Context: an optimization exercise on an open-source flow, tuned for small area, a short achievable clock period and few clock cycles per item. The choices shown serve that exercise and are no tape-out recipe. At most, simulation tests tie the RTL to the original design; equivalence was not proved. Power and IR drop assume default switching activity.

== the baseline ==
Design bb_sync, start of the top module:
module bb_sync (
    input  wire        clk,
    input  wire        rst,           
    input  wire        cmd_valid,
    output wire        cmd_ready,
    input  wire [31:0] cmd_data,
    output wire        kbc_rd,
    output wire        kbc_port,      
    input  wire        kbc_ack,
    input  wire [7:0]  kbc_rdata,
    output wire        rec_valid,
    input  wire        rec_ready,
    output wire [31:0] rec_data
);
    reg  [1:0]  sub_r;
    reg         kbd_pending;
    reg  [1:0]  mouse_slot;
    reg  [7:0]  mouse_b0, mouse_b1;
    reg         gs1, gap, gs2, gco;    
    reg  [14:0] x_sum;                 
    reg  [15:0] y_sum;
    reg  [7:0]  gest_xlen, gest_tol;
    reg         g2;                    
    reg         gq;                    
    reg         g2_cx, g2_sx;          
    reg         g2_cy, g2_sy;
    reg         g2_xk1, g2_xk0;        
    reg         g2_yk1, g2_yk0;        
    reg         cb_v;
    reg         cb_rdy;        
    reg  [1:0]  cb_grp;
    reg  [1:0]  cb_mem;
    reg  [23:0] cb_arg;
    reg         e_rd;          
    reg         e_port;        
    reg         e_wt;          
    reg         e_ch;          
    reg         e_mq;          
    reg  [3:0]  e_cnt;         
    reg  [2:0]  e_code;        
    reg         b_v;
    reg         b_ch;
    reg  [2:0]  b_code;
    reg  [7:0]  b_byte;
    reg         b_pkt;         
    reg         o_v;
    reg         o_pkt;         
    reg         o_k1;          
    reg         o_k2;          
    reg         o_dis;         
    reg         o_gd;          
    reg  [7:0]  o_byte;
    reg         gd_p;          
    assign kbc_rd   = e_rd;
    assign kbc_port = e_port;
    wire o_key = o_k1 | o_k2;
    assign rec_valid = o_v;
    assign rec_data[31]    = 1'b1;
    assign rec_data[30:27] = 4'd0;
    assign rec_data[26]    = o_dis;
    assign rec_data[25]    = o_pkt | o_gd;
    assign rec_data[24]    = o_key | o_gd;
    assign rec_data[23:18] = {6{o_pkt}} & o_byte[7:2];
  ...
clock: 4.5 ns
lec_check: 0
abc_area: 1
cap_margin: 20
core_margin: 2
core_utilization: 55
cts_buf_list: sky130_fd_sc_hd__clkbuf_8
setup_slack_margin: 2.0
slew_margin: 20
standard.sh (not shown) runs the stock make flow with config.mk's settings and CLKGATE_MAP_FILE= SYNTH_SCRIPT=/design/flow/synth_recipe.tcl, a recipe that flattens the netlist after the stock synthesis.
==> flow/flow/run.sh <==
#!/bin/bash
# Standard layout, except that the port buffers are buf_2 cells instead of
# the delay cells buffer_ports picks by default. Every port is still buffered.
set -euo pipefail
export BUFFER_PORTS_ARGS="-buffer_cell sky130_fd_sc_hd__buf_2"
bash standard.sh > standard.log 2>&1
Per the final summary, the baseline finished and its layout is clean on timing, DRC and antenna.
Testbench counts of the baseline, summed over its fixed seeds: cycles 26,047, ops 5,600.
Relative to the baseline, the following input files were edited for the candidate:
--- a/flow/design.v
+++ b/flow/design.v
@@ -41,14 +41,15 @@
     reg         b_v;
     reg         b_ch;
     reg  [2:0]  b_code;
     reg  [7:0]  b_byte;
     reg         b_pkt;         
     reg         o_v;
     reg         o_pkt;         
+    reg         o_pkt_lo;      
     reg         o_k1;          
     reg         o_k2;          
     reg         o_dis;         
     reg         o_gd;          
     reg  [7:0]  o_byte;
     reg         gd_p;          
     assign kbc_rd   = e_rd;
@@ -59,19 +60,19 @@
     assign rec_data[30:27] = 4'd0;
     assign rec_data[26]    = o_dis;
     assign rec_data[25]    = o_pkt | o_gd;
     assign rec_data[24]    = o_key | o_gd;
     assign rec_data[23:18] = {6{o_pkt}} & o_byte[7:2];
     assign rec_data[17]    = (o_pkt & o_byte[1]) | o_k2;
     assign rec_data[16]    = (o_pkt & o_byte[0]) | (o_key & ~o_byte[7]);
-    assign rec_data[15:10] = ({6{o_pkt}} & mouse_b1[7:2]) | ({6{o_k2}} & o_byte[7:2]);
-    assign rec_data[9:8]   = ({2{o_pkt}} & mouse_b1[1:0]) | ({2{o_k2 | o_dis}} & o_byte[1:0]);
-    assign rec_data[7:3]   = ({5{o_pkt}} & mouse_b0[7:3]) | ({5{o_k1}} & o_byte[7:3]) |
+    assign rec_data[15:10] = ({6{o_pkt_lo}} & mouse_b1[7:2]) | ({6{o_k2}} & o_byte[7:2]);
+    assign rec_data[9:8]   = ({2{o_pkt_lo}} & mouse_b1[1:0]) | ({2{o_k2 | o_dis}} & o_byte[1:0]);
+    assign rec_data[7:3]   = ({5{o_pkt_lo}} & mouse_b0[7:3]) | ({5{o_k1}} & o_byte[7:3]) |
                              ({5{o_k2}} & 5'b11100);
-    assign rec_data[2:0]   = ({3{o_pkt}} & mouse_b0[2:0]) | ({3{o_k1}} & o_byte[2:0]) |
+    assign rec_data[2:0]   = ({3{o_pkt_lo}} & mouse_b0[2:0]) | ({3{o_k1}} & o_byte[2:0]) |
                              ({3{o_dis}} & o_byte[4:2]);
     wire [7:0]  opc = cmd_data[31:24];
     wire z23_0 = (cmd_data[23:0] == 24'd0);
     wire z23_1 = (cmd_data[23:1] == 23'd0);
     wire z23_8 = (cmd_data[23:8] == 16'd0);
     reg  [3:0]  d_kind;
     always @(*) begin
@@ -374,23 +375,26 @@
             b_byte <= kbc_rdata;
         end
         if (bop_go) begin
             b_ch   <= cb_mem[0];
             b_code <= cb_mem[1] ? 3'd6 : 3'd0;
             b_byte <= cb_arg[7:0];
         end
+        if (o_v && rec_ready) o_pkt_lo <= 1'b0;
         if (o_v && rec_ready && gd_p) begin
             o_pkt <= 1'b0;
+            o_pkt_lo <= 1'b0;
             o_k1  <= 1'b0;
             o_k2  <= 1'b0;
             o_dis <= 1'b0;
             o_gd  <= 1'b1;
         end
         if (r_b) begin
             o_pkt <= 1'b0;
+            o_pkt_lo <= 1'b0;
             o_k1  <= 1'b0;
             o_k2  <= 1'b0;
             o_dis <= 1'b0;
             o_gd  <= 1'b0;
             if (b_code != 3'd0) begin
                 o_dis  <= 1'b1;
                 o_byte <= {3'd0, b_code, (b_code == 3'd6) ? 2'd2 : {1'b0, b_ch}};
@@ -399,19 +403,21 @@
                 o_k2   <= kbd_pending;
                 o_byte <= b_byte;
             end else if (mouse_slot == 2'd0) begin
                 o_dis  <= 1'b1;
                 o_byte <= {3'd0, 3'd5, 2'd1};
             end else begin
                 o_pkt  <= 1'b1;
+                o_pkt_lo <= 1'b1;
                 o_byte <= b_byte;
             end
         end
         if (gq) begin
             o_pkt <= 1'b0;
+            o_pkt_lo <= 1'b0;
             o_k1  <= 1'b0;
             o_k2  <= 1'b0;
             o_dis <= 1'b0;
             o_gd  <= 1'b1;
         end
         if (b_ch && b_code == 3'd0 && r_b) begin
             if (mouse_slot == 2'd0) mouse_b0 <= b_byte;
@@ -433,9 +439,14 @@
             g2_cy  <= y_lo[8];
             g2_sy  <= sy;
             g2_xk1 <= xk_c1;
             g2_xk0 <= xk_c0;
             g2_yk1 <= yk_c1;
             g2_yk0 <= yk_c0;
         end
+        if (rst) begin
+            mouse_b0 <= 8'h00;
+            mouse_b1 <= 8'h00;
+            o_byte   <= 8'h00;
+        end
     end
 endmodule
==> summary.txt <==
Clock group share of total power for the candidate: 12 points up relative to the baseline. The worst setup slack after placement of the candidate is lower than that of the baseline. For the baseline, the launching element of the worst setup path was mouse_b0[1], unlike the candidate, where it was mouse_b0[4]. Final routed wirelength across all metal layers: the baseline and the candidate compared, higher one is the candidate. [the candidate] largest stage delay on the critical path fell 0.04 ns relative to the baseline. Higher minimum clock period among the baseline and the candidate: the candidate. Area added between synthesis and finish on the candidate is down relative to the baseline. Comparing cell area for the baseline and the candidate, the smaller number came from the candidate.
Only the layout flow was run in the candidate; the RTL was not checked for function there.

* * *

Another version of the RTL of bb_sync (not shown whole).
Size: roughly 150 flip-flops, ~81 I/O pins, ~9300 um2 of cells after synthesis.
Settings: LEC_CHECK=0, ABC_AREA=1, CAP_MARGIN=20, CORE_MARGIN=2, CORE_UTILIZATION=55, CTS_BUF_LIST=sky130_fd_sc_hd__clkbuf_8, SETUP_SLACK_MARGIN=2.0, SLEW_MARGIN=20; clock period 4.5 ns.
Scripts as last shown in full above: flow/flow/run.sh
Edit:
--- a/flow/design.v
+++ b/flow/design.v
@@ -40,16 +40,17 @@
     reg  [2:0]  e_code;        
     reg         b_v;
     reg         b_ch;
     reg  [2:0]  b_code;
     reg  [7:0]  b_byte;
     reg         b_pkt;         
     reg         o_v;
     reg         o_pkt;         
+    reg         o_pkt_lo;      
     reg         o_k1;          
     reg         o_k2;          
     reg         o_dis;         
     reg         o_gd;          
     reg  [7:0]  o_byte;
     reg         gd_p;          
     assign kbc_rd   = e_rd;
     assign kbc_port = e_port;
@@ -58,21 +59,21 @@
     assign rec_data[31]    = 1'b1;
     assign rec_data[30:27] = 4'd0;
     assign rec_data[26]    = o_dis;
     assign rec_data[25]    = o_pkt | o_gd;
     assign rec_data[24]    = o_key | o_gd;
     assign rec_data[23:18] = {6{o_pkt}} & o_byte[7:2];
     assign rec_data[17]    = (o_pkt & o_byte[1]) | o_k2;
     assign rec_data[16]    = (o_pkt & o_byte[0]) | (o_key & ~o_byte[7]);
-    assign rec_data[15:10] = ({6{o_pkt}} & mouse_b1[7:2]) | ({6{o_k2}} & o_byte[7:2]);
-    assign rec_data[9:8]   = ({2{o_pkt}} & mouse_b1[1:0]) | ({2{o_k2 | o_dis}} & o_byte[1:0]);
-    assign rec_data[7:3]   = ({5{o_pkt}} & mouse_b0[7:3]) | ({5{o_k1}} & o_byte[7:3]) |
+    assign rec_data[15:10] = ({6{o_pkt_lo}} & mouse_b1[7:2]) | ({6{o_k2}} & o_byte[7:2]);
+    assign rec_data[9:8]   = ({2{o_pkt_lo}} & mouse_b1[1:0]) | ({2{o_k2 | o_dis}} & o_byte[1:0]);
+    assign rec_data[7:3]   = ({5{o_pkt_lo}} & mouse_b0[7:3]) | ({5{o_k1}} & o_byte[7:3]) |
                              ({5{o_k2}} & 5'b11100);
-    assign rec_data[2:0]   = ({3{o_pkt}} & mouse_b0[2:0]) | ({3{o_k1}} & o_byte[2:0]) |
+    assign rec_data[2:0]   = ({3{o_pkt_lo}} & mouse_b0[2:0]) | ({3{o_k1}} & o_byte[2:0]) |
                              ({3{o_dis}} & o_byte[4:2]);
     wire [7:0]  opc = cmd_data[31:24];
     wire z23_0 = (cmd_data[23:0] == 24'd0);
     wire z23_1 = (cmd_data[23:1] == 23'd0);
     wire z23_8 = (cmd_data[23:8] == 16'd0);
     reg  [3:0]  d_kind;
     always @(*) begin
         d_kind = 4'b10_10;                        
@@ -86,27 +87,27 @@
             8'h11: if (z23_8) d_kind = 4'b10_00;
             8'h21: if (z23_8) d_kind = 4'b10_01;
             8'h30: if (cmd_data[5:3] == 3'd0) d_kind = 4'b11_00;
             8'h31: if (z23_0) d_kind = 4'b11_01;
             8'h32: if (cmd_data[23:16] == 8'd0) d_kind = 4'b11_10;
             default: ;
         endcase
     end
-    wire r_ok   = !o_v && !gd_p && !g2;      
+    wire r_ok   = !o_v && !gd_p;
     wire r_b    = b_v && r_ok;               
     wire bfree  = !b_v || r_ok;              
     wire e_idle = !e_rd && !e_wt && !e_mq;
     wire cb_simple = (cb_grp == 2'd0);
     wire cb_drain  = (cb_grp == 2'd1);
     wire cb_bop    = (cb_grp == 2'd2);
     wire cb_gop    = (cb_grp == 2'd3);
     wire bop_go = cb_v && cb_bop && e_idle && bfree;
     wire g_free = cb_v && cb_gop && e_idle && !b_v && r_ok;
-    wire g_op   = g_free && (cb_mem != 2'd0);          
+    wire g_op   = g_free && (cb_mem != 2'd0) && !g2;   
     wire g_prep = g_free && (cb_mem == 2'd0) && !gq;   
     wire cons_reg = cb_v && (cb_simple || (cb_drain && e_idle)) || bop_go || g_op || gq;
     assign cmd_ready = cb_rdy;
     wire rd_now    = e_rd && kbc_ack;
     wire st_obf    = kbc_rdata[0];
     wire last_poll = (e_cnt == 4'd9);
     wire fin_now   = rd_now && (e_port || (!st_obf && last_poll));
     wire dk = cb_mem[0] || (!cb_mem[1] && !cb_mem[0] && cb_arg[0] && sub_r[0]);
@@ -373,46 +374,51 @@
             b_code <= e_port ? e_code : 3'd1;
             b_byte <= kbc_rdata;
         end
         if (bop_go) begin
             b_ch   <= cb_mem[0];
             b_code <= cb_mem[1] ? 3'd6 : 3'd0;
             b_byte <= cb_arg[7:0];
         end
+        if (o_v && rec_ready) o_pkt_lo <= 1'b0;
         if (o_v && rec_ready && gd_p) begin
             o_pkt <= 1'b0;
+            o_pkt_lo <= 1'b0;
             o_k1  <= 1'b0;
             o_k2  <= 1'b0;
             o_dis <= 1'b0;
             o_gd  <= 1'b1;
         end
         if (r_b) begin
             o_pkt <= 1'b0;
+            o_pkt_lo <= 1'b0;
             o_k1  <= 1'b0;
             o_k2  <= 1'b0;
             o_dis <= 1'b0;
             o_gd  <= 1'b0;
             if (b_code != 3'd0) begin
                 o_dis  <= 1'b1;
                 o_byte <= {3'd0, b_code, (b_code == 3'd6) ? 2'd2 : {1'b0, b_ch}};
             end else if (!b_ch) begin
                 o_k1   <= !kbd_pending;
                 o_k2   <= kbd_pending;
                 o_byte <= b_byte;
             end else if (mouse_slot == 2'd0) begin
                 o_dis  <= 1'b1;
                 o_byte <= {3'd0, 3'd5, 2'd1};
             end else begin
                 o_pkt  <= 1'b1;
+                o_pkt_lo <= 1'b1;
                 o_byte <= b_byte;
             end
         end
         if (gq) begin
             o_pkt <= 1'b0;
+            o_pkt_lo <= 1'b0;
             o_k1  <= 1'b0;
             o_k2  <= 1'b0;
             o_dis <= 1'b0;
             o_gd  <= 1'b1;
         end
         if (b_ch && b_code == 3'd0 && r_b) begin
             if (mouse_slot == 2'd0) mouse_b0 <= b_byte;
             if (mouse_slot == 2'd1) mouse_b1 <= b_byte;
Power came out lower by 9.5%; non-clock buffer count goes down by 11; fmax is higher by about 3%; die area went down by 0.47%; routed wire length came out lower by 0.81%; first-iteration DRC count came out lower by 28%; cell area came out lower by 2.1%; hold slack gets better by 0.012 ns; clock power went down by 16%.
Testbench counts after the change, summed over its fixed seeds: cycles 26,047, ops 5,600.
Only the layout flow was run in the first run of this note; the RTL was not checked for function there.

==> re-timing with driven ports <==
No port has a modelled driver above. Below, the same layouts with a new extraction and two added sets of constraints.
Step 1: set_driving_cell puts a clkbuf_16 on clk and a buf_2 on each other input, an assumption about the parent block.
Step 2 also shifts input and output timing later by t, the mid clock arrival at the registers, as if the neighbouring blocks saw the same clock.
a / b / c = ideal ports / drivers / drivers and shift; a / b = the first two.
run	t (ns)	setup slack, ns	pins driven straight from the clock port
the baseline	0.501	2.064 / 2.021 / 1.713	1
the candidate	0.514	1.932 / 1.886 / 1.703	1
the first run of note 2	0.506	2.033 / 1.993 / 1.703	1
the second run of note 2	0.504	2.106 / 2.063 / 1.748	1
After both steps every run listed still meets setup and hold. For the second run of note 2, which loses most, drivers alone change the setup slack by -0.043 ns; drivers and shift together by -0.358 ns.
